What follows belongs to an exercise in optimizing a design on an open flow for small area; a production flow would make more cautious choices.
In this exercise RTL edits were held to simulation tests only and were not proved equivalent to the original.
Power figures rest on the tool's default switching activity, not on a simulated workload.

### design/flow/config.mk
export PLATFORM = sky130hd
export DESIGN_NAME = siggen
export DESIGN_NICKNAME = siggen
export VERILOG_FILES = /design/flow/design.v
export SDC_FILE = /design/flow/constraint.sdc
export NUM_CORES = 4
export LEC_CHECK = 0
export ABC_AREA = 1
export CAP_MARGIN = 20
export CORE_MARGIN = 2
export CORE_UTILIZATION = 40
export CTS_BUF_LIST = sky130_fd_sc_hd__clkbuf_8
export SLEW_MARGIN = 20
### design/flow/constraint.sdc
create_clock -name core_clock -period 150.0 [get_ports {clk}]
set_input_delay 30.0000 -clock core_clock [delete_from_list [all_inputs] [get_ports {clk}]]
set_output_delay 30.0000 -clock core_clock [all_outputs]
set_load 0.01 [all_outputs]
### design/flow/design.v
module siggen_wave_rom (
    input  wire       clk,
    input  wire [5:0] cnt,
    input  wire [1:0] sel,
    input  wire       half,
    input  wire [5:0] x,
    output wire       s_b       
);
    reg [6:0] q;
    always @(*) begin
        case (x <= 6'd25 ? x[4:0] : 5'd18 - x[4:0])    
            5'd0: q = 7'd0;
            5'd1: q = 7'd8;
            5'd2: q = 7'd15;
            5'd3: q = 7'd23;
            5'd4: q = 7'd31;
            5'd5: q = 7'd39;
            5'd6: q = 7'd46;
            5'd7: q = 7'd54;
            5'd8: q = 7'd61;
            5'd9: q = 7'd68;
            5'd10: q = 7'd74;
            5'd11: q = 7'd81;
            5'd12: q = 7'd87;
            5'd13: q = 7'd92;
            5'd14: q = 7'd98;
            5'd15: q = 7'd103;
            5'd16: q = 7'd107;
            5'd17: q = 7'd111;
            5'd18: q = 7'd115;
            5'd19: q = 7'd118;
            5'd20: q = 7'd121;
            5'd21: q = 7'd123;
            5'd22: q = 7'd125;
            5'd23: q = 7'd126;
            5'd24: q = 7'd127;
            5'd25: q = 7'd127;
            default: q = 7'd0;
        endcase
    end
    wire inv   = half && (x != 6'd50);
    wire [2:0] j = cnt[2:0];
    wire sine_b = (j == 3'd0) ? !inv : (q[~j] ^ inv);
    wire       tri_ = (sel == 2'd1);
    wire [5:0] xm1  = x - 6'd1;
    wire [6:0] w    = (!tri_ && half) ? 7'd99 - {1'b0, x} : {1'b0, xm1};
    wire [7:0] w8   = {1'b0, w};
    wire       win  = (cnt >= 6'd40) && (cnt <= 6'd55);
    wire       b1   = win && (w8[~cnt[2:0]] ^ cnt[4]);
    reg  [6:0] r1;
    wire [7:0] t1   = {r1, b1};
    wire [7:0] d1   = tri_ ? 8'd50 : 8'd99;
    wire       ge1  = win && (t1 >= d1);
    always @(posedge clk)
        r1 <= ge1 ? t1[6:0] - d1[6:0] : t1[6:0];
    wire zero = !half && (x == 6'd0);
    assign s_b = (sel == 2'd0) ? sine_b :
                 (sel == 2'd3) ? !half :
                 (ge1 && !zero);
endmodule
module siggen_transform (
    input  wire        clk,
    input  wire        rst,
    input  wire [5:0]  cnt,
    input  wire        commit_a,
    input  wire        commit_b,
    input  wire        commit_c,
    input  wire        c_small,
    input  wire [4:0]  acc_lo,
    input  wire        emit,
    input  wire        acc_b,
    input  wire [8:0]  h,
    input  wire        s_b,
    input  wire [7:0]  dac,
    output reg  [7:0]  dac_nx,
    output wire        int_b       
);
    localparam [15:0] N2500 = 16'd2500;
    localparam [15:0] N20   = 16'd20;
    reg [7:0] k;       
    reg [7:0] m;       
    reg [8:0] r;
    reg [4:0] ival;    
    wire pdiv = (cnt[5:4] == 2'b10);         
    wire sdiv = (cnt[5:3] == 3'b110);        
    wire pact = pdiv && (commit_a || commit_b || commit_c);
    wire n_bit = commit_a ? N2500[~cnt[3:0]] : commit_c ? N20[~cnt[3:0]] : acc_b;
    wire [8:0] dv = sdiv ? {1'b0, k} : commit_a ? h : commit_c ? {4'd0, acc_lo} : 9'd250;
    wire [9:0]  t  = {r, pdiv ? n_bit : (sdiv ? s_b : 1'b0)};
    wire [10:0] df = {1'b0, t} - {2'b00, dv};
    wire        qb = !df[10] && (pact || sdiv);
    always @(posedge clk) begin
        if (cnt == 6'd47)
            r <= 9'd0;
        else
            r <= qb ? df[8:0] : t[8:0];
        if (rst) begin
            k    <= 8'd20;
            m    <= 8'd20;
            ival <= 5'd20;
        end else if (pact) begin
            if (commit_a)      k    <= {k[6:0], qb};
            else if (commit_b) m    <= {m[6:0], qb};
            else               ival <= {ival[3:0], qb && c_small};
        end
    end
    always @(*) begin
        dac_nx = dac;
        if (emit) begin
            if (sdiv)
                dac_nx = {dac[6:0], qb};
            else if (cnt == 6'd56)
                dac_nx = dac + m + 8'd1;
        end
    end
    assign int_b = (cnt[4:3] != 2'd0) ? 1'b0 : (cnt[2:0] == 3'd0) ? ival[0] : (cnt[2:0] == 3'd1) ? ival[1] :
                   (cnt[2:0] == 3'd2) ? ival[2] : (cnt[2:0] == 3'd3) ? ival[3] :
                   (cnt[2:0] == 3'd4) ? ival[4] : 1'b0;
endmodule
module siggen_cmd (
    input  wire        clk,
    input  wire        rst,
    input  wire [5:0]  cnt,
    input  wire        key_acc,
    input  wire [3:0]  code,
    output reg  [3:0]  status,
    output wire        commit_a,
    output wire        commit_b,
    output wire        commit_c,
    output wire        c_small,    
    output wire        acc_b,      
    output wire [8:0]  h,          
    output wire [4:0]  acc_lo
);
    reg [3:0]  len;
    reg [1:0]  pfx;
    reg        num;
    reg [15:0] acc;
    reg        sat;
    reg        ge, le;
    reg        gt, lt;
    reg [2:0]  dly;       
    reg [1:0]  cy;
    assign h      = acc[11:3];
    assign acc_lo = acc[4:0];
    assign c_small = !sat && le;
    assign acc_b = acc[~cnt[3:0]];
    wire upd = (cnt == 6'd63);
    wire win = (cnt[5:4] == 2'b11);
    wire [3:0] bi = cnt[3:0];
    reg       isdig;
    reg [3:0] d;
    always @(*) begin
        isdig = 1'b1;
        case (code)
            4'd0:  d = 4'd1;
            4'd1:  d = 4'd2;
            4'd2:  d = 4'd3;
            4'd4:  d = 4'd4;
            4'd5:  d = 4'd5;
            4'd6:  d = 4'd6;
            4'd8:  d = 4'd7;
            4'd9:  d = 4'd8;
            4'd10: d = 4'd9;
            4'd13: d = 4'd0;
            default: begin d = 4'd0; isdig = 1'b0; end
        endcase
    end
    wire is_d  = (code == 4'd15);
    wire empty = (len == 4'd0);
    wire full  = (len == 4'd9);
    wire pok   = num && (len != 4'd1);
    wire a_ok  = !sat && ge && le;
    wire c_ok  = (sat || ge) && !(full && gt);
    wire cmd   = key_acc && is_d && !empty && pok;
    wire app   = key_acc && !is_d && !full;      
    assign commit_a = cmd && pfx == 2'd1 && a_ok;
    assign commit_b = cmd && pfx == 2'd2 && a_ok;
    assign commit_c = cmd && pfx == 2'd3 && c_ok;
    always @(*) begin
        status = 4'd0;
        if (key_acc) begin
            if (is_d) begin
                if (empty || pfx == 2'd0) status = 4'd6;
                else if (!pok)            status = 4'd4;
                else case (pfx)
                    2'd1:    status = a_ok ? 4'd9  : 4'd1;
                    2'd2:    status = a_ok ? 4'd10 : 4'd2;
                    default: status = c_ok ? 4'd11 : 4'd3;
                endcase
            end else if (full)
                status = 4'd5;
        end
    end
    reg ddb;
    always @(*) begin
        case ({pfx == 2'd2, code, bi})
            9'd0: ddb = 1'b1;
            9'd17: ddb = 1'b1;
            9'd32: ddb = 1'b1;
            9'd33: ddb = 1'b1;
            9'd66: ddb = 1'b1;
            9'd80: ddb = 1'b1;
            9'd82: ddb = 1'b1;
            9'd97: ddb = 1'b1;
            9'd98: ddb = 1'b1;
            9'd128: ddb = 1'b1;
            9'd129: ddb = 1'b1;
            9'd130: ddb = 1'b1;
            9'd147: ddb = 1'b1;
            9'd160: ddb = 1'b1;
            9'd163: ddb = 1'b1;
            9'd256: ddb = 1'b1;
            9'd257: ddb = 1'b1;
            9'd260: ddb = 1'b1;
            9'd261: ddb = 1'b1;
            9'd273: ddb = 1'b1;
            9'd274: ddb = 1'b1;
            9'd277: ddb = 1'b1;
            9'd278: ddb = 1'b1;
            9'd288: ddb = 1'b1;
            9'd291: ddb = 1'b1;
            9'd292: ddb = 1'b1;
            9'd295: ddb = 1'b1;
            9'd322: ddb = 1'b1;
            9'd323: ddb = 1'b1;
            9'd326: ddb = 1'b1;
            9'd327: ddb = 1'b1;
            9'd336: ddb = 1'b1;
            9'd337: ddb = 1'b1;
            9'd338: ddb = 1'b1;
            9'd339: ddb = 1'b1;
            9'd340: ddb = 1'b1;
            9'd341: ddb = 1'b1;
            9'd342: ddb = 1'b1;
            9'd343: ddb = 1'b1;
            9'd353: ddb = 1'b1;
            9'd356: ddb = 1'b1;
            9'd357: ddb = 1'b1;
            9'd360: ddb = 1'b1;
            9'd384: ddb = 1'b1;
            9'd386: ddb = 1'b1;
            9'd389: ddb = 1'b1;
            9'd390: ddb = 1'b1;
            9'd392: ddb = 1'b1;
            9'd403: ddb = 1'b1;
            9'd404: ddb = 1'b1;
            9'd407: ddb = 1'b1;
            9'd408: ddb = 1'b1;
            9'd416: ddb = 1'b1;
            9'd417: ddb = 1'b1;
            9'd419: ddb = 1'b1;
            9'd422: ddb = 1'b1;
            9'd423: ddb = 1'b1;
            9'd424: ddb = 1'b1;
            default: ddb = 1'b0;
        endcase
    end
    wire [2:0] sum = {2'b00, dly[0]} + {2'b00, dly[2]} + {2'b00, ddb} + {1'b0, cy};
    wire       nb  = sum[0] && !empty;
    wire       ovf = (sum[2:1] != 2'd0) || acc[0] || dly[0] || dly[1];
    localparam [15:0] LO_A = 16'd100,  HI_A = 16'd2500;
    localparam [15:0] LO_B = 16'd2550, HI_B = 16'd63750;
    localparam [15:0] LO_C = 16'd1,    HI_C = 16'd20;
    wire lo_b = (pfx == 2'd1) ? LO_A[bi] : (pfx == 2'd2) ? LO_B[bi] : LO_C[bi];
    wire hi_b = (pfx == 2'd1) ? HI_A[bi] : (pfx == 2'd2) ? HI_B[bi] : HI_C[bi];
    wire ge_in = (bi == 4'd0) || ge;
    wire le_in = (bi == 4'd0) || le;
    always @(posedge clk) begin
        if (win && app) begin
            acc <= {nb, acc[15:1]};
        end
        dly <= {dly[1:0], win && acc[0]};
        cy  <= win ? sum[2:1] : 2'd0;
    end
    wire dz = (code == 4'd13), d1 = (code == 4'd0), d2 = (code == 4'd1);
    wire p1 = (len == 4'd1), p2 = (len == 4'd2);
    wire d_gt = !dz && !(p1 && d1) && !(p2 && (d1 || d2));
    wire d_lt = (p1 && dz) || (p2 && (dz || d1));
    always @(posedge clk) begin
        if (rst) begin
            len  <= 4'd0;
        end else begin
            if (win && app && !empty) begin
                ge <= lo_b ? (nb & ge_in) : (nb | ge_in);
                le <= nb ? (hi_b & le_in) : (hi_b | le_in);
            end
            if (upd) begin
            if (key_acc) begin
                if (is_d || full)
                    len <= 4'd0;
                else begin
                    len <= len + 4'd1;
                    if (empty) begin
                        pfx <= (code == 4'd3) ? 2'd1 : (code == 4'd7) ? 2'd2 :
                               (code == 4'd11) ? 2'd3 : 2'd0;
                        num <= 1'b1;
                        sat <= 1'b0;
                        ge  <= 1'b0;
                        le  <= 1'b1;
                        gt  <= 1'b0;
                        lt  <= 1'b0;
                    end else begin
                        if (!isdig) num <= 1'b0;
                        sat <= sat || ovf;
                        if (!gt && !lt) begin
                            gt <= d_gt;
                            lt <= d_lt;
                        end
                    end
                end
            end
            end
        end
    end
endmodule
module siggen (
    input  wire        clk,
    input  wire        rst,
    input  wire [31:0] now,
    input  wire [3:0]  col,
    input  wire        btn,
    output wire [3:0]  row_sel,
    output reg  [7:0]  dac,
    output wire [3:0]  status,
    output reg         emit,
    output wire        done
);
    reg  [5:0] cnt;
    wire [4:0] bi    = cnt[4:0];
    wire       pass2 = cnt[5];
    wire       bit0  = (bi == 5'd0);
    assign done = (cnt == 6'd63);
    always @(posedge clk) begin
        if (rst) cnt <= 6'd0;
        else     cnt <= cnt + 6'd1;
    end
    wire row_cyc = (cnt[5:3] == 3'd0) && !cnt[0];
    assign row_sel = row_cyc ? (4'b0001 << cnt[2:1]) : 4'b0000;
    reg       found;
    reg [3:0] code;
    always @(posedge clk) begin
        if (row_cyc && (cnt[2:1] == 2'd0 || !found)) begin
            found <= |col;
            code  <= {cnt[2:1], col[0] ? 2'd0 : col[1] ? 2'd1 : col[2] ? 2'd2 : 2'd3};
        end
    end
    wire now_b = now[bi];
    reg [31:0] tk, tb, dl;       
    reg        tkz, tbz, first;  
    reg        ck, cb, cd, ca;   
    reg        gek, geb;         
    wire int_b;
    wire ca_in = !bit0 & ca;
    wire da    = emit & int_b;
    wire dl_b  = first ? now_b : (dl[0] ^ da ^ ca_in);
    wire tk_b = tk[0] & !tkz;
    wire tb_b = tb[0] & !tbz;
    wire c500 = (bi == 5'd2) || (bi >= 5'd4 && bi <= 5'd8);
    wire c300 = (bi == 5'd2) || (bi == 5'd3) || (bi == 5'd5) || (bi == 5'd8);
    wire ck_in = !bit0 & ck;
    wire cb_in = !bit0 & cb;
    wire cd_in = !bit0 & cd;
    wire dk = now_b ^ tk_b ^ ck_in;
    wire db = now_b ^ tb_b ^ cb_in;
    wire gek_in = bit0 | gek;
    wire geb_in = bit0 | geb;
    wire key_acc = found & gek;
    wire btn_acc = !btn_prev & btn & geb;
    reg btn_prev;
    reg [1:0] sel;
    always @(posedge clk) begin
        tk <= {(pass2 && key_acc) ? now_b : tk[0], tk[31:1]};
        tb <= {(pass2 && btn_acc) ? now_b : tb[0], tb[31:1]};
        dl <= {pass2 ? dl[0] : dl_b, dl[31:1]};
        if (!pass2) begin
            ck  <= (!now_b & tk_b) | (!(now_b ^ tk_b) & ck_in);
            cb  <= (!now_b & tb_b) | (!(now_b ^ tb_b) & cb_in);
            cd  <= (!now_b & dl_b) | (!(now_b ^ dl_b) & cd_in);
            ca  <= (dl[0] & da) | ((dl[0] ^ da) & ca_in);
            gek <= c500 ? (dk & gek_in) : (dk | gek_in);
            geb <= c300 ? (db & geb_in) : (db | geb_in);
            if (bi == 5'd31)
                emit <= !(now_b ^ dl_b ^ cd_in);
        end
    end
    always @(posedge clk) begin
        if (rst) begin
            tkz      <= 1'b1;
            tbz      <= 1'b1;
            first    <= 1'b1;
            btn_prev <= 1'b0;
            sel      <= 2'd0;
        end else begin
            if (cnt == 6'd32 && btn_acc)
                sel <= sel + 2'd1;
            if (done) begin
                if (key_acc) tkz <= 1'b0;
                if (btn_acc) tbz <= 1'b0;
                first    <= 1'b0;
                btn_prev <= btn;
            end
        end
    end
    wire commit_a, commit_b, commit_c, c_small;
    wire [4:0] acc_lo;
    wire acc_b;
    wire [8:0] h;
    siggen_cmd u_cmd (
        .clk      (clk),
        .rst      (rst),
        .cnt      (cnt),
        .key_acc  (key_acc),
        .code     (code),
        .status   (status),
        .commit_a (commit_a),
        .commit_b (commit_b),
        .commit_c (commit_c),
        .c_small  (c_small),
        .acc_b    (acc_b),
        .h        (h),
        .acc_lo   (acc_lo)
    );
    reg        half;       
    reg  [5:0] x;
    wire       s_b;
    siggen_wave_rom u_rom (
        .clk    (clk),
        .cnt    (cnt),
        .sel    (sel),
        .half   (half),
        .x      (x),
        .s_b    (s_b)
    );
    wire [7:0] dac_nx;
    siggen_transform u_xf (
        .clk      (clk),
        .rst      (rst),
        .cnt      (cnt),
        .commit_a (commit_a),
        .commit_b (commit_b),
        .commit_c (commit_c),
        .c_small  (c_small),
        .acc_lo   (acc_lo),
        .emit     (emit),
        .acc_b    (acc_b),
        .h        (h),
        .s_b      (s_b),
        .dac      (dac),
        .dac_nx   (dac_nx),
        .int_b    (int_b)
    );
    always @(posedge clk) begin
        dac <= dac_nx;
        if (rst) begin
            half <= 1'b0;
            x    <= 6'd0;
        end else if (cnt == 6'd56 && emit) begin
            if (!half && x == 6'd49) begin
                half <= 1'b1;
                x    <= 6'd50;
            end else if (half && x == 6'd1) begin
                half <= 1'b0;
                x    <= 6'd0;
            end else
                x <= half ? x - 6'd1 : x + 6'd1;
        end
    end
endmodule
### design/flow/run.sh
#!/bin/bash
# synth_recipe.tcl (not shown) runs the flow's synth.tcl, then flattens the netlist and writes it again
# the make line also repeats each setting of config.mk as NAME=value (left out here)
make -C /OpenROAD-flow-scripts/flow DESIGN_CONFIG=/design/flow/config.mk WORK_HOME=/design/flow/orfs CLKGATE_MAP_FILE= SYNTH_SCRIPT=/design/flow/synth_recipe.tcl finish
==> results of run 1 <==
-- worst max path at each step --
| stage | slack [ns] | end |
|---|---|---|
| after floorplan | 118.14 | gek |
| after global placement | 117.34 | gek |
| after detailed placement | 117.30 | gek |
| after CTS | 117.06 | done |
| after global routing | 116.81 | done |
| final | 117.09 | done |
-- Yosys cell counts (all sizes together), types with 2 or more instances --
cell	n	share of area [%]
nand2	187	8.2
dfxtp	161	33
inv	153	5.9
nor2	151	6.3
o21ai	95	5.0
a21oi	72	4.1
ha	51	6.6
nand3	45	2.5
edfxtp	44	14
buf	20	1.4
xor2	20	1.8
nor3	17	1.2
o211ai	11	0.95
a31oi	10	0.64
clkbuf	10	0.40
a22oi	9	0.70
a211oi	8	0.67
fa	8	1.6
nand4	8	0.52
o22ai	8	0.52
o2111ai	6	0.54
xnor2	6	0.54
o31ai	4	0.31
a221oi	3	0.33
clkinv	3	0.12
nor4	3	0.19
o21a	3	0.23
or2	3	0.19
a221o	2	0.21
mux2i	2	0.21
nand3b	2	0.15
o21bai	2	0.15
-- power breakdown --
part / switching [mW] / internal [mW]
sequential: 0.000995 / 0.0587
clock: 0.0213 / 0.0276
combinational: 0.00529 / 0.00328
total: 0.0276 / 0.0896
-- flip-flops by register name, summed over array words and instances (netlist names), 2 cells and up --
name	flops
u_cmd.acc	16
u_rom.r1	7
dl	32
u_xf.m	8
u_cmd.cy	2
cnt	6
tk	32
tb	32
dac	8
u_cmd.dly	3
u_xf.k	8
u_xf.ival	5
code	4
sel	2
u_cmd.pfx	2
u_xf.r	9
x	6
u_cmd.len	4
-- routing by layer --
layer,GRT usage [%],vias to the layer above,wire [um]
li1,-,3935,-
met5,0,-,0
met4,4.873,0,381
met2,28.55,179,10390
met3,2.857,28,1148
met1,24.07,3548,10320
-- cell type report --
type / instances / share of cell area, %
sequential: 205 / 40.41
multi-input combinational: 749 / 39.27
timing repair buffer: 63 / 5.451
inverter: 156 / 5.229
clock buffer: 37 / 4.528
tap: 324 / 3.604
clock inverter: 21 / 1.513
-- critical path: stages (launching register included) --
cell and delay [ns]:
dfxtp_1 0.57, buf_4 0.38, ha_1 0.33, nand2_1 0.07
nor2_1 0.14, inv_1 0.11, nor2_4 0.15, clkdlybuf4s50_1 0.58
-- kinds of logic (layout without fill, tap and decap cells) --
logic type	after synthesis	count (layout)
mux	2	2
buf+inv	186	277
flops	205	205
fa+ha+maj	59	59
compound gates	244	244
simple gates	418	418
xor+xnor	26	26
-- through the flow --
stage / util (%) / setup WS [ns] / area (um^2) / instances / power [mW]
finish: 46.66 / 117.09 / 11250 / 1555 / 0.1172
global route: 46.66 / 116.81 / 11250 / 1555 / 0.1225
floorplan: - / 118.14 / 9717 / 1140 / 0.06587
CTS: 46.66 / 117.06 / 11250 / 1555 / 0.1187
detailed placement: 43.84 / 117.30 / 10570 / 1497 / 0.06936
global placement: 43.84 / 117.34 / 10570 / 1497 / 0.06926
==> results.json, run 1 <==
{
  "crit_required_ns": 120.00,
  "drv_cap": 0,
  "final_hold_viol_count": 0,
  "arrival_ns": 2.91,
  "p_leak_nw": 4.768,
  "drive_gt1_share_pct": 9.586,
  "final_common_cell": "nand2_1",
  "crit_type": "reg -> out",
  "coreArea_um2": 24110,
  "outcome": "finished clean",
  "synth-xor-area-share_pct": 2.344,
  "clk_latency_ns": 0.57,
  "whs_path_depth": 0,
  "ys.flop_type": "dfxtp_1",
  "gp_congestion": 0.8590,
  "post_cts_resized": 0,
  "cts_buffers": 31,
  "r2r_slack_ns": 142.88,
  "final_cell_mix": "nand2_1 (169), dfxtp_1 (161), inv_1 (143), nor2_1 (143), o21ai_0 (77)",
  "overflow": 0,
  "relSlewSlack_pct": 34.55,
  "synth_cells": 1140,
  "async_flop_share_pct": 0,
  "syn_nets": 1238,
  "hp-class": "reg -> reg",
  "drtIter0Drc": 545,
  "cts_buffer_depth": 3,
  "first_pass_iters": 5,
  "synthAdderAreaFrac_pct": 8.215,
  "vias": 7690,
  "die_h_um": 159.9,
  "multiInputGateArea_um2": 4417,
  "filler_cell_count": 2406,
  "fp-row-count": 57,
  "fmax_mhz": 30.38,
  "clk_pin_slew_ns": 0.07,
  "startpoint": "cnt[0]",
  "tightest_slew_ns": 0.9818,
  "grtUsageTotal_pct": 17.49,
  "grt_pass1_wl_um": 37380,
  "ant_nets": 0,
  "synth_compound_gate_area_share_pct": 15.34,
  "yosys_warnings": 4,
  "ys_ff_latch": 205,
  "powerDensity_nw_per_um2": 10.42,
  "post_cts_buffers": 0,
  "antenna_found_initial": 0,
  "synth_top_family_by_area": "simple AND/OR/NAND/NOR gates",
  "min_period_ns": 32.91,
  "startpoint_type": "flip-flop",
  "min_period_over_period_pct": 21.94,
  "r2r_start": "x[0]",
  "seqCellArea_um2": 4544,
  "crit_path_max_fanout": 24,
  "grt_pass1_vias": 7503,
  "synth_edf_count": 44,
  "grt_max_degree": 31,
  "peakVddDrop_uv": 8.204,
  "worstHoldEndpoint": "dl[8]",
  "drt-total-wl_um": 22240,
  "fp.dieW_um": 159.9,
  "avgViaCountPerCell": 4.945,
  "synth.area.mux_share_pct": 0.2060,
  "setup-violations-final": 0,
  "fin_nets": 1304,
  "port_buffers": 56,
  "clock_skew_ns": 0.01291,
  "cts_tree": "yes",
  "antennaDiodeCount": 0,
  "dp_hpwl_um": 15980,
  "ff2ff_path_depth": 35,
  "h-tree-depth": 1,
  "rsz0062_at_grt": "no",
  "report.final.slew_viol_count": 0,
  "setup_tns_ns": 0,
  "synth_cell_types": 67,
  "drc_errors": 0,
  "worstReg2RegEnd": "u_xf.r[0]",
  "cts-root-buf": "clkbuf_8",
  "postCtsHoldBufs": 0,
  "die_area_um2": 25560,
  "area_delta_synth_final_pct": 15.75,
  "detail_route.wl_per_cell_um": 14.30,
  "cts.sinks": 205,
  "whs_ns": 0.3184,
  "synthSimpleGateAreaFrac_pct": 19.30,
  "syn_area_um2": 9717,
  "start_util_pct": 40.31,
  "ios": 57,
  "yosysSeqAreaShare_pct": 46.77,
  "hp-start": "dl[9]",
  "end_kind": "output port",
  "avgSynthCellArea_um2": 8.524
}
==> run 2: changes to the inputs <==
--- a/design/flow/config.mk
+++ b/design/flow/config.mk
@@ -9,5 +9,7 @@
 export CAP_MARGIN = 20
 export CORE_MARGIN = 2
 export CORE_UTILIZATION = 40
-export CTS_BUF_LIST = sky130_fd_sc_hd__clkbuf_8
+export CTS_BUF_LIST = sky130_fd_sc_hd__clkbuf_4
+export CTS_CLUSTER_DIAMETER = 50
+export CTS_CLUSTER_SIZE = 10
 export SLEW_MARGIN = 20
==> results.json, run 2 <==
{
  "outcome": "finished clean",
  "antenna_found_initial": 1,
  "critPathTopFamily": "buffers and inverters",
  "grt_pass1_vias": 7423,
  "slowest_delay_ns": 0.59,
  "syn_nets": 1238,
  "min_period_over_period_pct": 22.00,
  "grtUsageTotal_pct": 17.32,
  "drt-total-wl_um": 21960,
  "ys_top_cells_by_area": "dfxtp_1 (33%), edfxtp_1 (14%), ha_1 (6.6%)",
  "first_pass_iters": 5,
  "p_leak_nw": 4.579,
  "end_kind": "output port",
  "clk_latency_ns": 0.65,
  "final_cell_mix": "nand2_1 (169), dfxtp_1 (161), nor2_1 (143)",
  "vias": 7670,
  "crit_path_max_fanout": 24,
  "cts_buffers": 26,
  "finalPower_mw": 0.09889,
  "die_area_um2": 25560,
  "arrival_ns": 2.99,
  "detail_route.wl_per_cell_um": 14.26,
  "dp_hpwl_um": 15980,
  "report.final.slew_viol_count": 0,
  "gp_congestion": 0.8590,
  "yosysSeqAreaShare_pct": 46.77,
  "hp-class": "reg -> reg",
  "ios": 57,
  "area_delta_synth_final_pct": 12.21,
  "cpMaxStageDelayCell": "dfxtp_1",
  "overflow": 0,
  "tightest_slew_ns": 0.9932,
  "drc_errors": 0,
  "min_period_ns": 33.00,
  "async_flop_share_pct": 0,
  "clk_pin_slew_ns": 0.12,
  "fin_nets": 1299,
  "grt_pass1_wl_um": 37070,
  "syn_area_um2": 9717,
  "post_cts_resized": 0,
  "port_buffers": 56,
  "relSlewSlack_pct": 33.78,
  "crit_buf_inv": 3,
  "whs_path_depth": 0,
  "yosys.area.top_type": "dfxtp_1",
  "cts_buffer_depth": 3,
  "synth_cell_types": 67,
  "cts_tree": "yes",
  "die_h_um": 159.9,
  "cts-root-buf": "clkbuf_4",
  "yosys_warnings": 4,
  "fp-row-count": 57,
  "synth_most_common_cell": "nand2_1",
  "ant_nets": 0,
  "worstSetupPathDepth": 7,
  "avgViaCountPerCell": 4.981,
  "synthTopCellsByCount": "nand2_1 (169), dfxtp_1 (161), nor2_1 (143), inv_1 (134), o21ai_0 (77)",
  "postCtsHoldBufs": 0,
  "ff2ff_path_depth": 35,
  "fp.dieW_um": 159.9,
  "ys.flop_type": "dfxtp_1",
  "crit_chain": "buf_4 > ha_1 > nand2_1 > nor2_1 > inv_1 > nor2_4 > clkdlybuf4s50_1",
  "grt_max_degree": 31,
  "peakVddDrop_uv": 6.937,
  "crit_type": "reg -> out",
  "fmax_mhz": 30.31,
  "powerDensity_nw_per_um2": 9.070,
  "setup_tns_ns": 0,
  "cts.sinks": 205,
  "drv_cap": 0,
  "final_common_cell": "nand2_1",
  "crit_required_ns": 120.00,
  "synth_edf_count": 44,
  "clock_skew_ns": 0.03697,
  "synth_top_area_share_pct": 33.17,
  "post_cts_buffers": 0,
  "avgSynthCellArea_um2": 8.524,
  "synth_cells": 1140,
  "h-tree-depth": 1,
  "startpoint_type": "flip-flop",
  "start_util_pct": 40.31,
  "final_hold_viol_count": 0,
  "drive_gt1_share_pct": 9.465,
  "ys_ff_latch": 205,
  "setup-violations-final": 0,
  "coreArea_um2": 24110,
  "reg.largest.list": "dl x32, tb x32, tk x32",
  "rsz0062_at_grt": "no",
  "drtIter0Drc": 521
}
[run 2: cell counts after synthesis]
Identical to the previous run, type by type.
[run 2: cells by family after synthesis]
kind of cell,after synthesis,share of synthesized area [%]
flops,205,46.77
fa+ha+maj,59,8.215
compound gates,244,15.34
buf+inv,186,7.829
mux,2,0.2060
simple gates,418,19.30
xor+xnor,26,2.344
[run 2: per-stage QoR]
stage	hold WS, ns	std cells	cell area, um^2	setup slack [ns]	utilization [%]
2_1_floorplan	0.3096	1140	9717	118.14	-
3_3_place_gp	0.3106	1497	10570	117.34	43.84
3_5_place_dp	0.3121	1497	10570	117.30	43.84
4_1_cts	0.3189	1539	10900	116.91	45.22
5_1_grt	0.3181	1540	10900	116.71	45.23
6_report	0.3182	1540	10900	117.01	45.23
[run 2: area by class of cell]
type | instances | area, um^2
fill | 2436 | 13200
sequential | 205 | 4544
multi-input combinational | 749 | 4417
timing repair buffer | 63 | 613.1
inverter | 156 | 588.1
tap | 324 | 405.4
clock buffer | 35 | 262.8
clock inverter | 7 | 70.07
antenna | 1 | 2.502
[run 2: final timing paths]
path / slack (ns) / from / end
setup / recovery: 117.01 / cnt[0] / done
setup reg to reg: 142.90 / x[0] / u_xf.r[0]
hold reg to reg: 0.32 / tb[15] / tb[14]
hold / removal: 0.32 / tb[15] / tb[14]
[run 2: where the power goes]
group / internal [mW] / leakage (nW) / total (mW) / switching, mW
Sequential: 0.0586 / 1.72 / 0.0596 / 0.000994
Clock: 0.0127 / 0.187 / 0.0308 / 0.0180
Combinational: 0.00328 / 2.68 / 0.00855 / 0.00527
[run 2: metal layers]
layer / wire, um / global-route usage, % / up-vias
li1: - / - / 3923
met1: 10410 / 24.03 / 3512
met2: 10100 / 28.20 / 198
met3: 967 / 2.468 / 37
met4: 480 / 5.078 / 0
met5: 0 / 0 / -
==> run 3: changes to the inputs <==
--- a/design/flow/config.mk
+++ b/design/flow/config.mk
@@ -8,7 +8,7 @@
 export ABC_AREA = 1
 export CAP_MARGIN = 20
 export CORE_MARGIN = 2
-export CORE_UTILIZATION = 40
+export CORE_UTILIZATION = 70
 export CTS_BUF_LIST = sky130_fd_sc_hd__clkbuf_4
 export CTS_CLUSTER_DIAMETER = 50
 export CTS_CLUSTER_SIZE = 10
==> results.json, run 3 <==
{
  "outcome": "finished clean",
  "detail_route.wl_per_cell_um": 15.85,
  "grt_pass1_wl_um": 35650,
  "final_cell_area_um2": 10740,
  "drtIter0Drc": 706,
  "grtUsageTotal_pct": 30.04,
  "overflow": 0,
  "die_h_um": 121.8,
  "coreArea_um2": 13720,
  "fp-row-count": 43,
  "r2r_start": "x[0]",
  "report.final.slew_viol_count": 0,
  "yosys_warnings": 4,
  "yosys.area.top_type": "dfxtp_1",
  "grt_pass1_vias": 7431,
  "synth_most_common_cell": "nand2_1",
  "startpoint_type": "flip-flop",
  "avgSynthCellArea_um2": 8.524,
  "first_pass_iters": 8,
  "place_ws_ns": 117.20,
  "gp_congestion": 0.9017,
  "cts_buffers": 26,
  "whs_path_depth": 0,
  "fmax_mhz": 30.25,
  "wl_met3_um": 1429,
  "setup_ws_ns": 116.94,
  "drive_gt1_share_pct": 9.696,
  "postCtsHoldBufs": 0,
  "reg.largest.list": "dl x32, tb x32, tk x32",
  "port_buffers": 56,
  "min_period_ns": 33.06,
  "async_flop_share_pct": 0,
  "syn_area_um2": 9717,
  "vias": 7889,
  "multiInputGateArea_um2": 4417,
  "min_period_over_period_pct": 22.04,
  "post_cts_buffers": 0,
  "relSlewSlack_pct": 36.85,
  "fin_nets": 1298,
  "ant_nets": 0,
  "final_common_cell": "nand2_1",
  "fin_cells": 1398,
  "cts_tree": "yes",
  "drv_cap": 0,
  "synth_cell_types": 67,
  "ys.flop_type": "dfxtp_1",
  "powerDensity_nw_per_um2": 9.230,
  "rsz0062_at_grt": "no",
  "met1_length_um": 9651,
  "post_cts_resized": 0,
  "area_delta_synth_final_pct": 10.48,
  "cts_buffer_depth": 3,
  "seqCellArea_um2": 4544,
  "tightest_slew_ns": 0.9473,
  "ff2ff_path_depth": 35,
  "synth_edf_count": 44,
  "r2r_slack_ns": 142.83,
  "h-tree-depth": 1,
  "final_hold_viol_count": 0,
  "place_area_um2": 10370,
  "antenna_found_initial": 2,
  "final_cell_mix": "nand2_1 (169), dfxtp_1 (161), nor2_1 (143)",
  "clk_latency_ns": 0.66,
  "synth_top_area_share_pct": 33.17,
  "ys_top_cells_by_area": "dfxtp_1 (33%), edfxtp_1 (14%), ha_1 (6.6%)",
  "dp_hpwl_um": 16140,
  "route.met2.wl_um": 10530,
  "crit_type": "reg -> out",
  "end_kind": "output port",
  "drt-total-wl_um": 22150,
  "start_util_pct": 70.83,
  "setup-violations-final": 0,
  "setup_tns_ns": 0,
  "cts.sinks": 205,
  "die_area_um2": 14840,
  "drc_errors": 0,
  "crit_required_ns": 120.00,
  "clk_pin_slew_ns": 0.12,
  "grt_max_degree": 36,
  "crit_path_max_fanout": 7,
  "cts-root-buf": "clkbuf_4",
  "ys_ff_latch": 205,
  "clock_skew_ns": 0.05157,
  "p_leak_nw": 4.597,
  "ios": 57,
  "peakVddDrop_uv": 9.637,
  "hp-start": "tk[13]",
  "arrival_ns": 3.06,
  "worstReg2RegEnd": "u_xf.ival[0]",
  "top_layer_used": "met5",
  "worstHoldEndpoint": "tk[12]",
  "syn_nets": 1238,
  "dp_cells": 1351,
  "avgViaCountPerCell": 5.643,
  "synth_cells": 1140,
  "whs_ns": 0.3117,
  "filler_cell_count": 964,
  "synthTopCellsByCount": "nand2_1 (169), dfxtp_1 (161), nor2_1 (143), inv_1 (134), o21ai_0 (77)",
  "yosysSeqAreaShare_pct": 46.77,
  "fp.dieW_um": 121.8,
  "hp-class": "reg -> reg"
}
-- run 3: power by group --
part / leakage (nW) / switching, mW / internal, mW
sequential: 1.72 / 0.00103 / 0.0586
clock: 0.202 / 0.0186 / 0.0122
combinational: 2.68 / 0.00534 / 0.00333
total: 4.60 / 0.0250 / 0.0741
-- run 3: final cells by class --
cell class | instances | area share (%)
clock buffers | 39 | 2.727
clock inverters | 6 | 0.3730
diodes | 1 | 0.02331
repair buffers | 62 | 5.828
multi-input cells | 749 | 41.14
well taps | 180 | 2.098
flip-flops and latches | 205 | 42.33
inverters | 156 | 5.478
-- run 3: worst max-delay path, stage by stage (launching register included) --
cell and delay [ns]:
dfxtp_1 0.41, inv_1 0.12, ha_1 0.22, nand2_2 0.13
inv_2 0.10, nor2_1 0.17, nand2_1 0.10, a2111oi_0 0.53
clkdlybuf4s50_1 0.65
-- run 3: through the flow --
step                power (mW)  util, %
global placement       0.06906    75.60
finish                 0.09909    78.25
CTS                    0.09952    78.03
floorplan              0.06587        -
global route            0.1027    78.25
detailed placement     0.06933    75.60
-- run 3: layer usage --
metal,up-vias,GRT usage [%]
li1,3912,-
met1,3634,40.21
met2,297,50.80
met3,44,4.775
met4,2,8.333
met5,-,0
-- run 3: how the worst max path moves through the flow --
stage                 to          from  depth (start not counted)
3_5_place_dp         gek       now[22]                          9
2_1_floorplan        gek       now[22]                          8
5_1_grt        status[3]  u_cmd.len[0]                          8
4_1_cts        status[3]  u_cmd.len[0]                          8
3_3_place_gp         gek       now[22]                          9
6_report       status[3]  u_cmd.len[0]                          8
-- run 3: cell families (layout without fill, tap and decap cells) --
logic type	Yosys count	after routing	synth area share, %
and+or+nand+nor	418	418	19.30
AOI/OAI and AO/OA	244	244	15.34
DFF	205	205	46.77
buffers and inverters	186	263	7.829
adders and majority gates	59	59	8.215
xor gates and xnor gates	26	26	2.344
muxes	2	2	0.2060
other	0	1	0
==> run 4: changes to the inputs <==
==> design/flow/config.mk (replaced) <==
export PLATFORM = sky130hd
export DESIGN_NAME = siggen
export DESIGN_NICKNAME = siggen
export VERILOG_FILES = /design/flow/design.v
export SDC_FILE = /design/flow/constraint.sdc
export NUM_CORES = 4
export LEC_CHECK = 0
export ABC_AREA = 1
export CAP_MARGIN = 20
export CORE_MARGIN = 2
export CORE_UTILIZATION = 40
export SLEW_MARGIN = 20
==> results.json, run 4 <==
{
  "grt_pass1_vias": 7361,
  "first_pass_iters": 5,
  "synth_top_family_by_area": "simple AND/OR/NAND/NOR gates",
  "synth_most_common_cell": "nand2_1",
  "peakVddDrop_uv": 10.05,
  "synthSimpleGateAreaFrac_pct": 19.30,
  "r2r_start": "x[0]",
  "cts-root-buf": "clkbuf_16",
  "clk_pin_slew_ns": 0.06,
  "dp_hpwl_um": 15980,
  "synthTopCellsByCount": "nand2_1 (169), dfxtp_1 (161), nor2_1 (143), inv_1 (134), o21ai_0 (77)",
  "relSlewSlack_pct": 33.24,
  "synth.area.mux_share_pct": 0.2060,
  "setup_tns_ns": 0,
  "cell_internal_pwr_mw": 0.09034,
  "cts_buffers": 21,
  "final_hold_viol_count": 0,
  "crit_path_max_fanout": 24,
  "ys_top_cells_by_area": "dfxtp_1 (33%), edfxtp_1 (14%), ha_1 (6.6%)",
  "drive_gt1_share_pct": 8.760,
  "die_area_um2": 25560,
  "place_ws_ns": 117.30,
  "min_period_ns": 32.84,
  "synth_compound_gate_area_share_pct": 15.34,
  "clock_skew_ns": 0.006360,
  "start_util_pct": 40.31,
  "drv_cap": 0,
  "ff2ff_path_depth": 38,
  "finalPower_mw": 0.1175,
  "report.final.slew_viol_count": 0,
  "fin_nets": 1294,
  "synthAdderAreaFrac_pct": 8.215,
  "whs_path_depth": 0,
  "worstReg2RegEnd": "u_xf.r[0]",
  "synth_edf_count": 44,
  "synth_cells": 1140,
  "avgViaCountPerCell": 4.970,
  "final_cell_mix": "nand2_1 (169), dfxtp_1 (161), nor2_1 (143)",
  "fmax_mhz": 30.45,
  "powerDensity_nw_per_um2": 10.47,
  "combPwrFrac_pct": 7.3,
  "ys.flop_type": "dfxtp_1",
  "power_switching_mw": 0.02720,
  "yosys.area.top_type": "dfxtp_1",
  "synth_top_area_share_pct": 33.17,
  "ys_ff_latch": 205,
  "syn_area_um2": 9717,
  "whs_ns": 0.3229,
  "p_clk_share_pct": 41.9,
  "postCtsHoldBufs": 0,
  "overflow": 0,
  "fp.dieW_um": 159.9,
  "endpoint": "done",
  "grt_max_degree": 31,
  "cts_tree": "yes",
  "arrival_ns": 2.84,
  "drt-total-wl_um": 22070,
  "gp_congestion": 0.8590,
  "end_kind": "output port",
  "syn_nets": 1238,
  "vias": 7624,
  "p_leak_nw": 4.718,
  "reg.largest.list": "dl x32, tb x32, tk x32",
  "r2r_slack_ns": 142.93,
  "detail_route.wl_per_cell_um": 14.38,
  "synth-xor-area-share_pct": 2.344,
  "yosysSeqAreaShare_pct": 46.77,
  "min_period_over_period_pct": 21.89,
  "crit_type": "reg -> out",
  "tightest_slew_ns": 1.001,
  "die_h_um": 159.9,
  "startpoint": "cnt[0]",
  "setup_ws_ns": 117.16,
  "post_cts_buffers": 0,
  "switching_share_pct": 23.14,
  "h-tree-depth": 1,
  "coreArea_um2": 24110,
  "setup-violations-final": 0,
  "hp-class": "reg -> reg",
  "crit_required_ns": 120.00,
  "ios": 57,
  "final_common_cell": "nand2_1",
  "fp-row-count": 57,
  "rsz0062_at_grt": "no",
  "area_delta_synth_final_pct": 15.52,
  "synth_cell_types": 67,
  "antenna_found_initial": 0,
  "grtUsageTotal_pct": 17.37,
  "drtIter0Drc": 514,
  "post_cts_resized": 0,
  "port_buffers": 56,
  "ant_nets": 0,
  "startpoint_type": "flip-flop",
  "cts_buffer_depth": 3,
  "clk_latency_ns": 0.50,
  "outcome": "finished clean",
  "avgSynthCellArea_um2": 8.524,
  "async_flop_share_pct": 0,
  "antennaDiodeCount": 0,
  "grt_pass1_wl_um": 37130,
  "p_seq_share_pct": 50.8,
  "cts.sinks": 205,
  "drc_errors": 0,
  "yosys_warnings": 4
}
==> run 4: metrics by stage <==
step                      utilization (%)  instance area, um^2  instances
after floorplan                         -                 9717       1140
after global placement              43.84                10570       1497
after detailed placement            43.84                10570       1497
after CTS                           46.56                11220       1534
after global routing                46.56                11220       1534
final                               46.56                11220       1534
==> run 4: worst max-delay path, stage by stage, from the launching register on <==
cell and delay (ns):
dfxtp_1 0.57, buf_4 0.37, ha_1 0.33, nand2_1 0.07, nor2_1 0.14, inv_1 0.11
nor2_4 0.15, clkdlybuf4s50_1 0.58
==> run 4: routing by layer <==
metal	track usage (%)	routed length, um	up-vias
met1	24.02	10330	3498
met2	28.73	10170	179
met3	2.468	1117	36
met5	0	0	-
met4	4.382	447	0
li1	-	-	3911
==> run 4: power groups by stage <==
stage	combinational, mW	sequential, mW	clock [mW]
2_1_floorplan	0.00552	0.0603	0
3_5_place_dp	0.00854	0.0608	0
4_1_cts	0.00859	0.0597	0.0508
3_3_place_gp	0.00842	0.0608	0
6_report	0.00857	0.0597	0.0493
5_1_grt	0.00957	0.0599	0.0527
==> run 4: cell families after synthesis <==
family | Yosys count
mux | 2
xor+xnor | 26
fa+ha+maj | 59
buf+inv | 186
flops | 205
simple gates | 418
compound gates | 244
==> run 4: how the worst min path moves through the flow <==
| stage | from | to | slack (ns) |
|---|---|---|---|
| 6_report | dl[9] | dl[8] | 0.32 |
| 5_1_grt | tb[5] | tb[4] | 0.33 |
| 4_1_cts | tk[19] | tk[18] | 0.33 |
| 3_5_place_dp | dl[20] | dl[19] | 0.31 |
| 3_3_place_gp | tk[19] | tk[18] | 0.31 |
| 2_1_floorplan | dl[1] | dl[0] | 0.31 |
==> run 4: area by class of cell <==
| type | instances | area, um^2 |
|---|---|---|
| Clock buffer | 29 | 606.8 |
| Clock inverter | 8 | 50.05 |
| Fill cell | 2392 | 12880 |
| Inverter | 156 | 588.1 |
| Multi-Input combinational cell | 749 | 4417 |
| Sequential cell | 205 | 4544 |
| Tap cell | 324 | 405.4 |
| Timing Repair Buffer | 63 | 613.1 |
==> run 5: changes to the inputs <==
--- a/design/flow/config.mk
+++ b/design/flow/config.mk
@@ -8,5 +8,8 @@
 export ABC_AREA = 1
 export CAP_MARGIN = 20
 export CORE_MARGIN = 2
-export CORE_UTILIZATION = 40
+export CORE_UTILIZATION = 60
+export CTS_BUF_LIST = sky130_fd_sc_hd__clkbuf_4 sky130_fd_sc_hd__clkbuf_8
+export CTS_CLUSTER_DIAMETER = 60
+export CTS_CLUSTER_SIZE = 12
 export SLEW_MARGIN = 20
==> results.json, run 5 <==
{
  "drv_cap": 0,
  "crit_type": "reg -> out",
  "dp_hpwl_um": 16040,
  "die_area_um2": 17230,
  "filler_cell_count": 1330,
  "grt_max_degree": 36,
  "ys.flop_type": "dfxtp_1",
  "drt-total-wl_um": 22020,
  "min_period_over_period_pct": 21.89,
  "cts_buffers": 21,
  "whs_path_depth": 0,
  "clk_latency_ns": 0.52,
  "grt_pass1_vias": 7288,
  "final_common_cell": "nand2_1",
  "relSlewSlack_pct": 25.60,
  "vias": 7750,
  "cts.sinks": 205,
  "gp_congestion": 0.9057,
  "grtUsageTotal_pct": 25.40,
  "ys_top_cells_by_area": "dfxtp_1 (33%), edfxtp_1 (14%), ha_1 (6.6%)",
  "rsz0062_at_grt": "no",
  "outcome": "finished clean",
  "postCtsHoldBufs": 0,
  "hp-class": "reg -> reg",
  "crit_path_max_fanout": 7,
  "synthTopCellsByCount": "nand2_1 (169), dfxtp_1 (161), nor2_1 (143), inv_1 (134), o21ai_0 (77)",
  "grt_pass1_wl_um": 36050,
  "cts-root-buf": "clkbuf_8",
  "r2r_start": "x[0]",
  "worstHoldEndpoint": "tb[13]",
  "min_period_ns": 32.84,
  "worstReg2RegEnd": "u_xf.r[0]",
  "reg.largest.list": "dl x32, tb x32, tk x32",
  "arrival_ns": 2.84,
  "synth_edf_count": 44,
  "clk_pin_slew_ns": 0.08,
  "ios": 57,
  "fin_cells": 1424,
  "overflow": 0,
  "antenna_found_initial": 0,
  "first_pass_iters": 5,
  "avgSynthCellArea_um2": 8.524,
  "yosys.area.top_type": "dfxtp_1",
  "powerDensity_nw_per_um2": 9.559,
  "coreArea_um2": 15890,
  "dp_cells": 1388,
  "synth_cells": 1140,
  "drc_errors": 0,
  "port_buffers": 56,
  "ys_ff_latch": 205,
  "report.final.slew_viol_count": 0,
  "end_kind": "output port",
  "yosys_warnings": 4,
  "crit_required_ns": 120.00,
  "yosysSeqAreaShare_pct": 46.77,
  "h-tree-depth": 1,
  "post_cts_resized": 0,
  "drtIter0Drc": 586,
  "fp-row-count": 46,
  "final_hold_viol_count": 0,
  "ff2ff_path_depth": 35,
  "syn_nets": 1238,
  "clock_skew_ns": 0.02025,
  "p_leak_nw": 4.610,
  "setup-violations-final": 0,
  "hp-start": "tb[14]",
  "tightest_slew_ns": 1.115,
  "syn_area_um2": 9717,
  "fp.dieW_um": 131.3,
  "cts_tree": "yes",
  "fin_nets": 1293,
  "startpoint_type": "flip-flop",
  "async_flop_share_pct": 0,
  "peakVddDrop_uv": 10.28,
  "antennaDiodeCount": 0,
  "drive_gt1_share_pct": 9.106,
  "synth_most_common_cell": "nand2_1",
  "post_cts_buffers": 0,
  "die_h_um": 131.3,
  "synth_cell_types": 67,
  "detail_route.wl_per_cell_um": 15.46,
  "cts_buffer_depth": 3,
  "ant_nets": 0,
  "start_util_pct": 61.17,
  "avgViaCountPerCell": 5.442,
  "area_delta_synth_final_pct": 11.50,
  "r2r_slack_ns": 142.91,
  "final_cell_mix": "nand2_1 (169), dfxtp_1 (161), nor2_1 (143)",
  "synth_top_area_share_pct": 33.17,
  "fmax_mhz": 30.45,
  "setup_tns_ns": 0
}
-- run 5: cell counts after synthesis --
Identical to the previous run, type by type.
-- run 5: power breakdown --
group | switching (mW) | leakage [nW] | internal, mW | total (mW)
Sequential | 0.00106 | 1.72 | 0.0586 | 0.0597
Combinational | 0.00537 | 2.67 | 0.00328 | 0.00865
Clock | 0.0184 | 0.223 | 0.0169 | 0.0353
Total | 0.0248 | 4.61 | 0.0788 | 0.104
-- run 5: layer usage --
layer / vias up / part of all wire (%) / track usage (%)
li1: 3904 / - / -
met1: 3577 / 47 / 35.16
met2: 229 / 46 / 41.81
met3: 40 / 5.2 / 3.009
met4: 0 / 2.6 / 8.152
met5: - / 0 / 0
-- run 5: cell type report --
cell class / instances / area, um^2 / share of cell area (%)
flip-flops and latches: 205 / 4544 / 41.94
multi-input cells: 749 / 4417 / 40.77
repair buffers: 62 / 605.6 / 5.590
inverters: 156 / 588.1 / 5.428
clock buffers: 35 / 400.4 / 3.696
well taps: 216 / 270.3 / 2.495
clock inverters: 1 / 8.758 / 0.08084
-- run 5: worst max-delay path by stage --
| stage | startpoint | to |
|---|---|---|
| 5_1_grt | u_cmd.len[0] | status[3] |
| 3_5_place_dp | now[22] | gek |
| 3_3_place_gp | now[22] | gek |
| 4_1_cts | u_cmd.len[0] | status[3] |
| 2_1_floorplan | now[22] | gek |
| 6_report | u_cmd.len[0] | status[3] |
-- run 5: critical path: stages (launching register included) --
cell,delay (ns)
dfxtp_1,0.38
inv_1,0.10
ha_1,0.21
nand2_2,0.14
inv_2,0.11
nor2_1,0.18
nand2_1,0.11
a2111oi_0,0.47
clkdlybuf4s50_1,0.63
-- run 5: through the flow --
step                      utilization (%)  total power [mW]  setup slack (ns)  hold WS [ns]  area (um^2)
after floorplan                         -           0.06587            118.14        0.3096         9717
after global placement              65.63           0.06924            117.30        0.3104        10430
after detailed placement            65.63           0.06935            117.27        0.3121        10430
after CTS                           68.20            0.1042            117.09        0.3225        10830
after global routing                68.20            0.1075            116.99        0.3287        10830
final                               68.20            0.1036            117.16        0.3164        10830
-- run 5: cell families (layout without fill, tap and decap cells) --
group,after synthesis,after routing,share of synthesized area [%]
buffers and inverters,186,254,7.829
and+or+nand+nor,418,418,19.30
DFF,205,205,46.77
xor gates and xnor gates,26,26,2.344
AOI/OAI and AO/OA,244,244,15.34
adders and majority gates,59,59,8.215
muxes,2,2,0.2060
==> run 6: changes to the inputs <==
==> design/flow/flow/run.sh (new file) <==
#!/bin/bash
# Layout flow: the standard layout (standard.sh), with one change to synthesis: the
# combinational logic is mapped with flow/abc.script (an area-oriented ABC script, amap)
# and Yosys's extract_fa pass is skipped, so adders are mapped by ABC like the other logic.
# Everything before the mapping, the flip-flops included, is the standard synthesis.
set -euo pipefail
W=$(pwd)
export MY_ABC="$W/flow/abc.script"
export MY_NOFA=1
bash standard.sh SYNTH_SCRIPT="$W/flow/my_synth.tcl" finish > "$W/layout.log" 2>&1
==> design/flow/flow/abc.script (new file) <==
strash
dc2
dch -f
amap
topo
dnsize -c
==> design/flow/flow/my_synth.tcl (new file) <==
proc synth {args} { yosys synth -nofsm -noshare {*}$args }
proc abc {args} {
  if {[info exists ::env(MY_ABC)] && $::env(MY_ABC) ne ""} {
    set i [lsearch $args -script]
    lset args [expr {$i + 1}] $::env(MY_ABC)
  }
  yosys abc {*}$args
}
if {[info exists ::env(MY_NOFA)] && $::env(MY_NOFA) eq "1"} {
  proc extract_fa {args} { }
}
source $::env(SCRIPTS_DIR)/synth.tcl
# left out here: clear keep_hierarchy, flatten, clean up, hide names made inside functions, write 1_2_yosys.v
==> design/flow/standard.sh (new file) <==
#!/bin/bash
# synth_recipe.tcl (not shown) runs the flow's synth.tcl, then flattens the netlist and writes it again
# the make line also repeats each setting of config.mk as NAME=value (left out here)
make -C /OpenROAD-flow-scripts/flow DESIGN_CONFIG=/design/flow/config.mk WORK_HOME=/design/flow/orfs CLKGATE_MAP_FILE= SYNTH_SCRIPT=/design/flow/synth_recipe.tcl "${@:-finish}"
==> design/flow/config.mk (replaced) <==
export PLATFORM = sky130hd
export DESIGN_NAME = siggen
export DESIGN_NICKNAME = siggen
export VERILOG_FILES = /design/flow/design.v
export SDC_FILE = /design/flow/constraint.sdc
export NUM_CORES = 4
export LEC_CHECK = 0
export ABC_AREA = 1
export CAP_MARGIN = 20
export CORE_MARGIN = 2
export CORE_UTILIZATION = 40
export SLEW_MARGIN = 20
removed: design/flow/run.sh
==> results.json, run 6 <==
{
  "outcome": "finished clean",
  "setup-violations-final": 0,
  "ys_ff_latch": 205,
  "switching_share_pct": 22.98,
  "yosys_warnings": 4,
  "post_cts_resized": 0,
  "fin_nets": 1074,
  "crit_required_ns": 120.00,
  "arrival_ns": 4.05,
  "grt_pass1_wl_um": 33730,
  "grt_pass1_vias": 6686,
  "syn_nets": 986,
  "p_clk_share_pct": 45.4,
  "ant_nets": 0,
  "postCtsHoldBufs": 0,
  "yosysSeqAreaShare_pct": 54.57,
  "fin_util_pct": 49.34,
  "fmax_mhz": 29.37,
  "ys_top_cells_by_area": "dfxtp_1 (39%), edfxtp_1 (16%), nor2_1 (8.7%)",
  "grt_max_degree": 33,
  "avgViaCountPerCell": 5.550,
  "synth_cells": 947,
  "clock_skew_ns": 0.01386,
  "r2r_slack_ns": 142.46,
  "ys.flop_type": "dfxtp_1",
  "hp-class": "reg -> reg",
  "gp_congestion": 0.9237,
  "clk_latency_ns": 0.52,
  "power_switching_mw": 0.02769,
  "cts-root-buf": "clkbuf_16",
  "combPwrFrac_pct": 5.7,
  "cts.sinks": 205,
  "synth_edf_count": 44,
  "antennaDiodeCount": 0,
  "p_seq_share_pct": 49.0,
  "crit_chain": "clkinv_1 > nor2_1 > clkinv_1 > nor2_1 > nand3_1 > or2_0 > nor4_1 > clkinv_1 > o21ai_0 > clkdlybuf4s50_1",
  "final_hold_viol_count": 0,
  "min_period_ns": 34.05,
  "async_flop_share_pct": 0,
  "cpMaxStageDelayCell": "nor4_1",
  "syn_area_um2": 8328,
  "vias": 7332,
  "synth_most_common_cell": "nor2_1",
  "dp_hpwl_um": 14640,
  "synthTopCellsByCount": "nor2_1 (193), dfxtp_1 (161), clkinv_1 (99), nand2_1 (79), a21oi_1 (64)",
  "crit_path_max_fanout": 8,
  "fp-row-count": 52,
  "filler_cell_count": 1884,
  "avgSynthCellArea_um2": 8.794,
  "synth_cell_types": 42,
  "cell_internal_pwr_mw": 0.09280,
  "whs_ns": 0.3225,
  "drive_gt1_share_pct": 4.567,
  "antenna_found_initial": 0,
  "rsz0062_at_grt": "no",
  "drt-total-wl_um": 20760,
  "cts_tree": "yes",
  "finalPower_mw": 0.1205,
  "end_kind": "output port",
  "drtIter0Drc": 554,
  "die_area_um2": 21990,
  "final_cell_mix": "nor2_1 (192), dfxtp_1 (161), clkinv_1 (99)",
  "p_leak_nw": 3.511,
  "min_period_over_period_pct": 22.70,
  "post_cts_buffers": 0,
  "h-tree-depth": 1,
  "crit_top_cell": "clkinv_1",
  "startpoint_type": "flip-flop",
  "start_util_pct": 40.89,
  "area_delta_synth_final_pct": 20.64,
  "final_common_cell": "nor2_1",
  "setup_tns_ns": 0,
  "clk_pin_slew_ns": 0.06,
  "yosys.area.top_type": "dfxtp_1",
  "slowest_delay_ns": 0.81,
  "grtUsageTotal_pct": 18.93,
  "relSlewSlack_pct": 34.17,
  "fp.dieW_um": 148.3,
  "first_pass_iters": 9,
  "tightest_slew_ns": 0.9784,
  "die_h_um": 148.3,
  "detail_route.wl_per_cell_um": 15.71,
  "ios": 57,
  "drc_errors": 0,
  "synth_top_area_share_pct": 38.70,
  "crit_type": "reg -> out",
  "overflow": 0,
  "cts_buffer_depth": 3,
  "coreArea_um2": 20360,
  "peakVddDrop_uv": 7.502,
  "report.final.slew_viol_count": 0,
  "cts_buffers": 22,
  "powerDensity_nw_per_um2": 11.99,
  "drv_cap": 0,
  "reg.largest.list": "dl x32, tb x32, tk x32",
  "port_buffers": 56
}
-- run 6: logic make-up after synthesis --
group / count (synthesis) / synth area share (%)
AOI/OAI and AO/OA: 294 / 23.51
buffers and inverters: 99 / 4.462
and+or+nand+nor: 349 / 17.46
DFF: 205 / 54.57
-- run 6: through the flow --
stage	setup WS (ns)	instance area, um^2	cells
floorplan	117.60	8328	947
global route	115.56	10050	1321
global placement	116.47	9291	1281
CTS	115.60	10040	1321
finish	115.95	10050	1321
detailed placement	116.17	9291	1281
-- run 6: layer usage --
layer	part of all wire [%]	GRT usage (%)	up-vias	wire, um
met5	0	0	-	0
met4	2.4	5.667	0	498
met3	8.5	3.282	45	1756
met2	42	28.63	304	8801
met1	47	27.76	3339	9702
li1	-	-	3644	-
-- run 6: final timing paths --
check | depth (start not counted) | start | to
min | 0 | dl[12] | dl[11]
max reg2reg | 29 | cnt[1] | u_xf.r[0]
max | 10 | code[2] | status[3]
min reg2reg | 0 | dl[12] | dl[11]
-- run 6: power by group through the flow --
stage	clock [mW]	combinational, mW	sequential [mW]
after floorplan	0	0.00386	0.0599
after global placement	0	0.00678	0.0601
after detailed placement	0	0.00671	0.0602
after CTS	0.0561	0.00676	0.0590
after global routing	0.0583	0.00752	0.0592
final	0.0547	0.00685	0.0590
-- run 6: layout make-up --
cell class | instances | area [um^2] | share of cell area [%]
clock buffer | 27 | 621.8 | 6.189
multi-input combinational | 643 | 3420 | 34.03
tap | 270 | 337.8 | 3.362
clock inverter | 13 | 131.4 | 1.308
sequential | 205 | 4544 | 45.23
inverter | 99 | 371.6 | 3.699
timing repair buffer | 64 | 620.6 | 6.177
-- run 6: critical path, delay by kind of cell, from the launching register on --
family | cells | cell delay, ns
simple gates | 5 | 1.52
compound gates | 1 | 0.22
buf+inv | 4 | 1.36
flops | 1 | 0.44
==> run 7: changes to the inputs <==
==> design/flow/flow/run.sh (replaced) <==
#!/bin/bash
# Layout flow: the standard layout (standard.sh) with these changes:
# - synthesis maps the combinational logic with flow/abc.script (an area-oriented ABC
#   script, amap) and skips Yosys's extract_fa pass, so adders are mapped by ABC like the
#   other logic; everything before the mapping, the flip-flops included, is the standard
#   synthesis;
# - the port buffers are sky130_fd_sc_hd__buf_1;
# - the clock tree uses clkbuf_4 buffers in small clusters and no dummy loads.
set -euo pipefail
W=$(pwd)
export MY_ABC="$W/flow/abc.script"
export MY_NOFA=1
CTS="-sink_clustering_enable -repair_clock_nets -buf_list sky130_fd_sc_hd__clkbuf_4 -root_buf sky130_fd_sc_hd__clkbuf_4 -sink_clustering_size 8 -sink_clustering_max_diameter 40 -dont_use_dummy_load"
bash standard.sh SYNTH_SCRIPT="$W/flow/my_synth.tcl" \
  "BUFFER_PORTS_ARGS=-buffer_cell sky130_fd_sc_hd__buf_1" \
  "CTS_ARGS=$CTS" finish > "$W/layout.log" 2>&1
==> results.json, run 7 <==
{
  "outcome": "finished clean",
  "report.final.slew_viol_count": 0,
  "avgSynthCellArea_um2": 8.794,
  "tightest_slew_ns": 1.086,
  "synth.area.mux_share_pct": 0,
  "crit_top_cell": "nor2_1",
  "syn_nets": 986,
  "synthSimpleGateAreaFrac_pct": 17.46,
  "die_area_um2": 21990,
  "gp_congestion": 0.9166,
  "fp-row-count": 52,
  "startpoint_type": "flip-flop",
  "p_seq_share_pct": 62.5,
  "vias": 7236,
  "arrival_ns": 4.04,
  "fin_nets": 1088,
  "clk_pin_slew_ns": 0.08,
  "synth_most_common_cell": "nor2_1",
  "setup_tns_ns": 0,
  "yosys_warnings": 4,
  "end_kind": "output port",
  "cts_buffers": 37,
  "coreArea_um2": 20360,
  "peakVddDrop_uv": 6.480,
  "overflow": 0,
  "crit_type": "reg -> out",
  "crit_required_ns": 120.00,
  "drc_errors": 0,
  "drt-total-wl_um": 20890,
  "drtIter0Drc": 523,
  "setup-violations-final": 0,
  "synth_top_family_by_area": "compound AO/OA/AOI/OAI gates",
  "fp.dieW_um": 148.3,
  "reg.largest.list": "dl x32, tb x32, tk x32",
  "final_cell_mix": "nor2_1 (193), dfxtp_1 (161), clkinv_1 (99)",
  "postCtsHoldBufs": 0,
  "cts.sinks": 205,
  "grt_pass1_wl_um": 34100,
  "synth_compound_gate_area_share_pct": 23.51,
  "synth-xor-area-share_pct": 0,
  "clock_skew_ns": 0.07296,
  "min_period_ns": 34.04,
  "crit_chain": "clkinv_1 > nor2_1 > clkinv_1 > nor2_1 > nand2_1 > nor2_1 > clkinv_1 > nor2_1 > buf_1",
  "start_util_pct": 40.89,
  "cell_internal_pwr_mw": 0.07148,
  "async_flop_share_pct": 0,
  "dp_hpwl_um": 14660,
  "ios": 57,
  "final_cell_area_um2": 9214,
  "post_cts_buffers": 0,
  "clk_latency_ns": 0.62,
  "ys_ff_latch": 205,
  "syn_area_um2": 8328,
  "cts_tree": "yes",
  "relSlewSlack_pct": 27.33,
  "drv_cap": 0,
  "final_hold_viol_count": 0,
  "h-tree-depth": 2,
  "synth_top_area_share_pct": 38.70,
  "cpMaxStageDelayCell": "nor2_1",
  "drive_gt1_share_pct": 4.298,
  "switching_share_pct": 24.13,
  "post_cts_resized": 0,
  "slowest_delay_ns": 0.89,
  "hp-class": "reg -> reg",
  "fmax_mhz": 29.38,
  "synth_cell_types": 42,
  "ant_nets": 0,
  "antenna_found_initial": 1,
  "ys.flop_type": "dfxtp_1",
  "synth_edf_count": 44,
  "grtUsageTotal_pct": 19.33,
  "place_area_um2": 8934,
  "grt_pass1_vias": 6685,
  "rsz0062_at_grt": "no",
  "final_common_cell": "nor2_1",
  "die_h_um": 148.3,
  "cts_buffer_depth": 3,
  "grt_max_degree": 33,
  "synthTopCellsByCount": "nor2_1 (193), dfxtp_1 (161), clkinv_1 (99), nand2_1 (79), a21oi_1 (64)",
  "detail_route.wl_per_cell_um": 15.85,
  "combPwrFrac_pct": 6.5,
  "yosys.area.top_type": "dfxtp_1",
  "yosysSeqAreaShare_pct": 54.57,
  "port_buffers": 56,
  "min_period_over_period_pct": 22.69,
  "cts-root-buf": "clkbuf_4",
  "first_pass_iters": 5,
  "p_clk_share_pct": 31.0,
  "synthAdderAreaFrac_pct": 0,
  "ys_top_cells_by_area": "dfxtp_1 (39%), edfxtp_1 (16%), nor2_1 (8.7%)",
  "avgViaCountPerCell": 5.490,
  "power_switching_mw": 0.02274,
  "synth_cells": 947,
  "powerDensity_nw_per_um2": 10.23,
  "p_leak_nw": 3.150,
  "crit_path_max_fanout": 15,
  "area_delta_synth_final_pct": 10.64
}
[run 7: cell types whose count changed in the layout (fill, tap and decap cells not counted), sizes merged]
cell and delta:
diode +1, bufinv -1, buf +55, clkdlybuf4s50 -56
clkinv -9, inv -3, clkbuf +10
[run 7: cell families (layout without fill, tap and decap cells)]
logic type | count (synthesis) | after routing
other cells | 0 | 1
simple gates | 349 | 349
compound gates | 294 | 294
flops | 205 | 205
buf+inv | 99 | 199
[run 7: cell type report]
type | count | area (um^2)
repair buffers | 63 | 262.8
flip-flops and latches | 205 | 4544
multi-input cells | 643 | 3417
fillers | 2015 | 11150
clock buffers | 37 | 277.8
diodes | 1 | 2.502
inverters | 99 | 371.6
well taps | 270 | 337.8
[run 7: metal layers]
| metal | wire, um | share of wire, % | track usage, % | vias up |
|---|---|---|---|---|
| li1 | - | - | - | 3656 |
| met1 | 10050 | 48 | 27.42 | 3293 |
| met2 | 8775 | 42 | 28.63 | 243 |
| met3 | 1530 | 7.3 | 4.816 | 44 |
| met4 | 539 | 2.6 | 6.952 | 0 |
| met5 | 0 | 0 | 0 | - |
[run 7: final timing paths]
check	startpoint	to	slack, ns	cells past startpoint
setup / recovery	cnt[0]	done	115.96	9
hold / removal	dl[12]	dl[11]	0.32	0
setup reg to reg	cnt[0]	u_xf.r[0]	141.33	28
hold reg to reg	dl[12]	dl[11]	0.32	0
[run 7: worst max-delay path, delay by kind of cell, from the launching register on]
kind,cells,cell delay [ns]
buf+inv,4,1.10
simple gates,5,1.85
flops,1,0.54
[run 7: per-stage QoR]
stage	std cells	util [%]	power [mW]	hold WS (ns)	worst slack, ns
floorplan	947	-	0.06375	0.3096	117.60
global placement	1280	43.87	0.06612	0.3100	116.89
detailed placement	1280	43.87	0.06616	0.3121	116.66
CTS	1317	45.23	0.09559	0.3239	116.01
global route	1318	45.24	0.09924	0.3329	115.56
finish	1318	45.24	0.09422	0.3239	115.96
[run 7: power by group through the flow]
stage / logic (mW) / registers [mW] / clock network, mW
after global routing: 0.00679 / 0.0592 / 0.0333
after global placement: 0.00602 / 0.0601 / 0
after detailed placement: 0.00597 / 0.0602 / 0
after CTS: 0.00603 / 0.0589 / 0.0306
final: 0.00612 / 0.0589 / 0.0292
after floorplan: 0.00386 / 0.0599 / 0

-- separate check: timing with driven ports --
The results above use ideal ports. As a check the final layouts listed here were re-extracted and re-timed, cells and wires unchanged.
Step 1 assumes that a clkbuf_16 drives the clock port and a buf_2 every other input.
Step 2 adds t to the input delays and takes it off the output delays; t is the mean of the earliest and latest rising clock arrival at the registers after step 1. Input paths then give back, and output paths get back, about the clock's delay inside the block.
a / b / c = ideal ports / drivers / drivers and shift; a / b = the first two.
run	t, ns	setup slack, ns	worst setup path after step 2
run 1	0.599	117.086 / 117.048 / 117.329	input to register
run 2	0.671	117.005 / 116.967 / 117.352	input to register
run 3	0.667	116.938 / 116.900 / 117.190	input to register
run 4	0.538	117.164 / 117.121 / 117.309	input to register
run 5	0.548	117.158 / 117.116 / 117.158	input to register
run 6	0.557	115.948 / 115.900 / 116.457	register to output
run 7	0.627	115.959 / 115.915 / 116.543	register to output
After both steps every run listed still meets setup and hold.
